Source: an optimization exercise on an open RTL-to-GDS flow (aim: small area, a short achievable clock period and few clock cycles). Production flows keep margins and buffers that such runs may drop. Only simulation tests tie the RTL to the original design; equivalence was not proved. No activity file was given, so power comes from the tool's default toggle rates.

==> flow/design.v (excerpt) <==
module md5fp (
    input  wire        clk,
    input  wire        rst,           
    input  wire        req_valid,
    output wire        req_ready,
    input  wire        req_we,
    input  wire [7:0]  req_addr,
    input  wire [31:0] req_wdata,
    output reg         resp_valid,
    output wire        resp_err,
    output reg  [3:0]  resp_code,
    output reg  [31:0] resp_rdata
);
    localparam [31:0] IV0 = 32'h67452301;
    localparam [31:0] IV1 = 32'hEFCDAB89;
    localparam [31:0] IV2 = 32'h98BADCFE;
    localparam [31:0] IV3 = 32'h10325476;
    localparam [31:0] K0  = 32'hd76aa478;
    localparam [31:0] ID_VALUE = 32'h4D443501;
    reg [31:0]  h0_q, h1_q, h2_q, h3_q;
    reg [31:0]  m_q [0:15];
    reg [127:0] dg_q;          
    reg [7:0]   dlen_q;
    reg [19:0]  rnib_q;        
    reg         fpw_q;         
    reg         fault_q;
    reg [1:0]   cause_q;
    reg [7:0]   info_q;
    reg         fpvalid_q;
    reg         rq_v;
    reg         rq_we;
    reg [7:0]   rq_addr;
    reg [31:0]  rq_wdata;
    reg         rq_isc;        
    reg         busy_q;        
    reg         fin_q;         
    reg         stale_q;       
    reg [5:0]   stp_q;         
    reg [31:0]  a_q, b_q, c_q, d_q;
    reg [31:0]  akm_q;         
    reg [3:0]   rnd_q;         
    reg [3:0]   rndn_q;        
    reg [15:0]  rsel_q;        
    reg [3:0]   ra_q, rb_q;    
    reg [3:0]   gidx_q;        
    wire can_exec = !busy_q && !(rq_isc && stale_q);
    wire exec     = rq_v && can_exec;
    assign req_ready = !(rq_v && !can_exec);
    wire addr_aligned  = (rq_addr[1:0] == 2'b00);
    wire addr_mapped   = (rq_addr <= 8'h80);
    wire is_m          = (rq_addr[7:6] == 2'b01);
    wire is_h          = (rq_addr[7:4] == 4'h1);
    wire addr_readable = (rq_addr == 8'h04) || (rq_addr == 8'h08) ||
                         (rq_addr[7:4] == 4'h1) || (rq_addr[7:4] == 4'h2) ||
                         (rq_addr[7:4] == 4'h3) || is_m || (rq_addr == 8'h80);
    wire addr_writable = (rq_addr == 8'h00) || (rq_addr == 8'h0C) || is_h || is_m;
    wire access_error  = !addr_aligned || !addr_mapped ||
                         (rq_we ? !addr_writable : !addr_readable);
    wire wr_ok    = exec && !access_error && rq_we;
    wire is_push  = (rq_addr[7:2] == 6'h03);
  ...
Size: roughly 9200 cells after synthesis, about 83 I/O pins, roughly 68000 µm² of cells after synthesis.
Settings: LEC_CHECK=0, CAP_MARGIN=20, CORE_MARGIN=2, CORE_UTILIZATION=40, SETUP_SLACK_MARGIN=5, SLEW_MARGIN=20; clock period 11.0 ns.
run.sh (not shown) runs the stock make flow with config.mk's settings and CLKGATE_MAP_FILE= SYNTH_SCRIPT=/design/flow/synth_recipe.tcl, a recipe that flattens the netlist after the stock synthesis.
Testbench counts at the start, summed over its fixed seeds: cycles 13,968.
Then changed:
--- a/flow/design.v
+++ b/flow/design.v
@@ -161,35 +161,36 @@
             4'd7: begin ra_n = 4'b0001; rb_n = 4'b1000; end
             4'd8: begin ra_n = 4'b0001; rb_n = 4'b0001; end
             4'd9: begin ra_n = 4'b0100; rb_n = 4'b0010; end
             4'd10: begin ra_n = 4'b0100; rb_n = 4'b0100; end
             4'd11: begin ra_n = 4'b1000; rb_n = 4'b1000; end
             4'd12: begin ra_n = 4'b0100; rb_n = 4'b0001; end
             4'd13: begin ra_n = 4'b0010; rb_n = 4'b0010; end
             4'd14: begin ra_n = 4'b0010; rb_n = 4'b0100; end
             4'd15: begin ra_n = 4'b0010; rb_n = 4'b1000; end
             default: begin ra_n = 4'b0001; rb_n = 4'b0001; end
         endcase
     end
-    wire [5:0]  stp_n1 = stp_nx + 6'd2;
+    wire [5:0]  stp_n1 = stp_nx + 6'd1;
     reg  [3:0]  gidx_n;        
     always @* begin
         case (stp_n1[5:4])
             2'd0: gidx_n = stp_n1[3:0];
             2'd1: gidx_n = stp_n1[3:0] * 4'd5 + 4'd1;
             2'd2: gidx_n = stp_n1[3:0] * 4'd3 + 4'd5;
             default: gidx_n = stp_n1[3:0] * 4'd7;
         endcase
     end
     reg [31:0] kn_n;           
+    reg [31:0] kn_q;           
     always @* begin
         case (stp_nx)
             6'd0: kn_n = 32'he8c7b756;
             6'd1: kn_n = 32'h242070db;
             6'd2: kn_n = 32'hc1bdceee;
             6'd3: kn_n = 32'hf57c0faf;
             6'd4: kn_n = 32'h4787c62a;
             6'd5: kn_n = 32'ha8304613;
             6'd6: kn_n = 32'hfd469501;
             6'd7: kn_n = 32'h698098d8;
             6'd8: kn_n = 32'h8b44f7af;
             6'd9: kn_n = 32'hffff5bb1;
@@ -243,30 +244,27 @@
             6'd57: kn_n = 32'ha3014314;
             6'd58: kn_n = 32'h4e0811a1;
             6'd59: kn_n = 32'hf7537e82;
             6'd60: kn_n = 32'hbd3af235;
             6'd61: kn_n = 32'h2ad7d2bb;
             6'd62: kn_n = 32'heb86d391;
             6'd63: kn_n = 32'hd76aa478;
             default: kn_n = 32'h0;
         endcase
     end
     wire [3:0]  msel  = (busy_q || rq_isc) ? gidx_q : rq_addr[5:2];
     wire [31:0] m_out = m_q[msel];
-    reg  [31:0] km_q;
-    wire [31:0] km_n;
-    md5fp_add2 u_km (.a(kn_n), .b(run ? m_out : m_q[1]), .s(km_n));
     wire [31:0] akm_n;
-    md5fp_add3 u_akm (.a(run ? d_q : h0_q), .b(run ? km_q : K0),
-                      .c(run ? 32'd0 : m_q[0]), .s(akm_n));
+    md5fp_add3 u_akm (.a(run ? d_q : h0_q), .b(run ? kn_q : K0),
+                      .c(run ? m_out : m_q[0]), .s(akm_n));
     reg [31:0] ff_h;
     always @* begin
         case ({fin_q, stp_q[1:0]})
             3'b0_01: ff_h = h0_q;
             3'b0_10: ff_h = h3_q;
             3'b0_11: ff_h = h2_q;
             default: ff_h = h1_q;
         endcase
     end
     wire [31:0] ff_sum;
     md5fp_add2 u_ff (.a(ff_h), .b(b_q), .s(ff_sum));
     wire ff_on = busy_q && (stp_q[5:2] == 4'b1111) && (stp_q[1:0] != 2'b00);
@@ -372,40 +370,40 @@
         if (run) begin
             a_q <= d_q;
             b_q <= new_b;
             c_q <= b_q;
             d_q <= c_q;
         end else begin
             a_q <= h0_q;
             b_q <= h1_v;
             c_q <= h2_q;
             d_q <= h3_q;
         end
         akm_q  <= akm_n;
-        km_q   <= km_n;
+        kn_q   <= kn_n;
         rnd_q  <= rnd_n;
         rndn_q <= ~rnd_n;
         rsel_q <= rsel_n;
         ra_q   <= ra_n;
         rb_q   <= rb_n;
         gidx_q <= gidx_n;
         if (rst) begin
             busy_q  <= 1'b0;
             fin_q   <= 1'b0;
             stale_q <= 1'b1;
             stp_q   <= 6'd0;
         end else begin
             fin_q   <= busy_q && (stp_q == 6'd63);
             stale_q <= busy_q || c_comp || wr_h || c_init || c_sreset ||
-                       (wr_m && rq_addr[5:2] == 4'd0) || (wr_m && rq_addr[5:2] == 4'd1);
+                       (wr_m && rq_addr[5:2] == 4'd0);
             stp_q   <= stp_nx;
             if (c_comp)
                 busy_q <= 1'b1;
             else if (busy_q && stp_q == 6'd63)
                 busy_q <= 1'b0;
         end
         if (rst)
             resp_valid <= 1'b0;
         else
             resp_valid <= (exec && !c_comp) || (busy_q && stp_q == 6'd63);
         if (busy_q) begin
             resp_code  <= 4'd0;
=> Power is higher by a few percent; wire length shrinks by a few percent; clock skew decreases by 16 ps; combinational power climbs by roughly a tenth; worst setup slack is worse by 98 ps; area after synthesis is lower slightly; global-route usage increases by 0.10 points; sequential share of layout area hardly moves.
Testbench counts after the change, summed over its fixed seeds: cycles 13,968.

afterwards: timing with drivers on the ports:
The flow's constraints put no driver on any port. The routed layouts listed below were extracted and timed again, unchanged, in two steps.
Step 1 sets driving cells, clkbuf_16 on the clock port and buf_2 on the other inputs (assumed; they add their load-dependent delay and slew).
Step 2, shift: input delay + t, output delay - t, t = (earliest + latest rising clock arrival at the registers) / 2. This alone moves slack from input paths to output paths.
Slacks: ideal ports / drivers / drivers and shift; pairs: ideal ports / drivers.
| run | t, ns | setup slack, ns | worst hold slack (ns) | worst register clock-pin slew, ns | worst slew at a driven data input, ns |
|---|---|---|---|---|---|
| the first run | 0.883 | 5.009 / 5.009 / 4.773 | 0.453 / 0.453 / 0.453 | 0.07 / 0.07 | 0.07 |
| the second run | 0.891 | 4.912 / 4.912 / 4.912 | 0.453 / 0.453 / 0.453 | 0.07 / 0.07 | 0.05 |
After both steps every run listed still meets setup and hold. For the first run, which loses most, drivers alone change the setup slack by 0.000 ns; drivers and shift together by -0.236 ns.
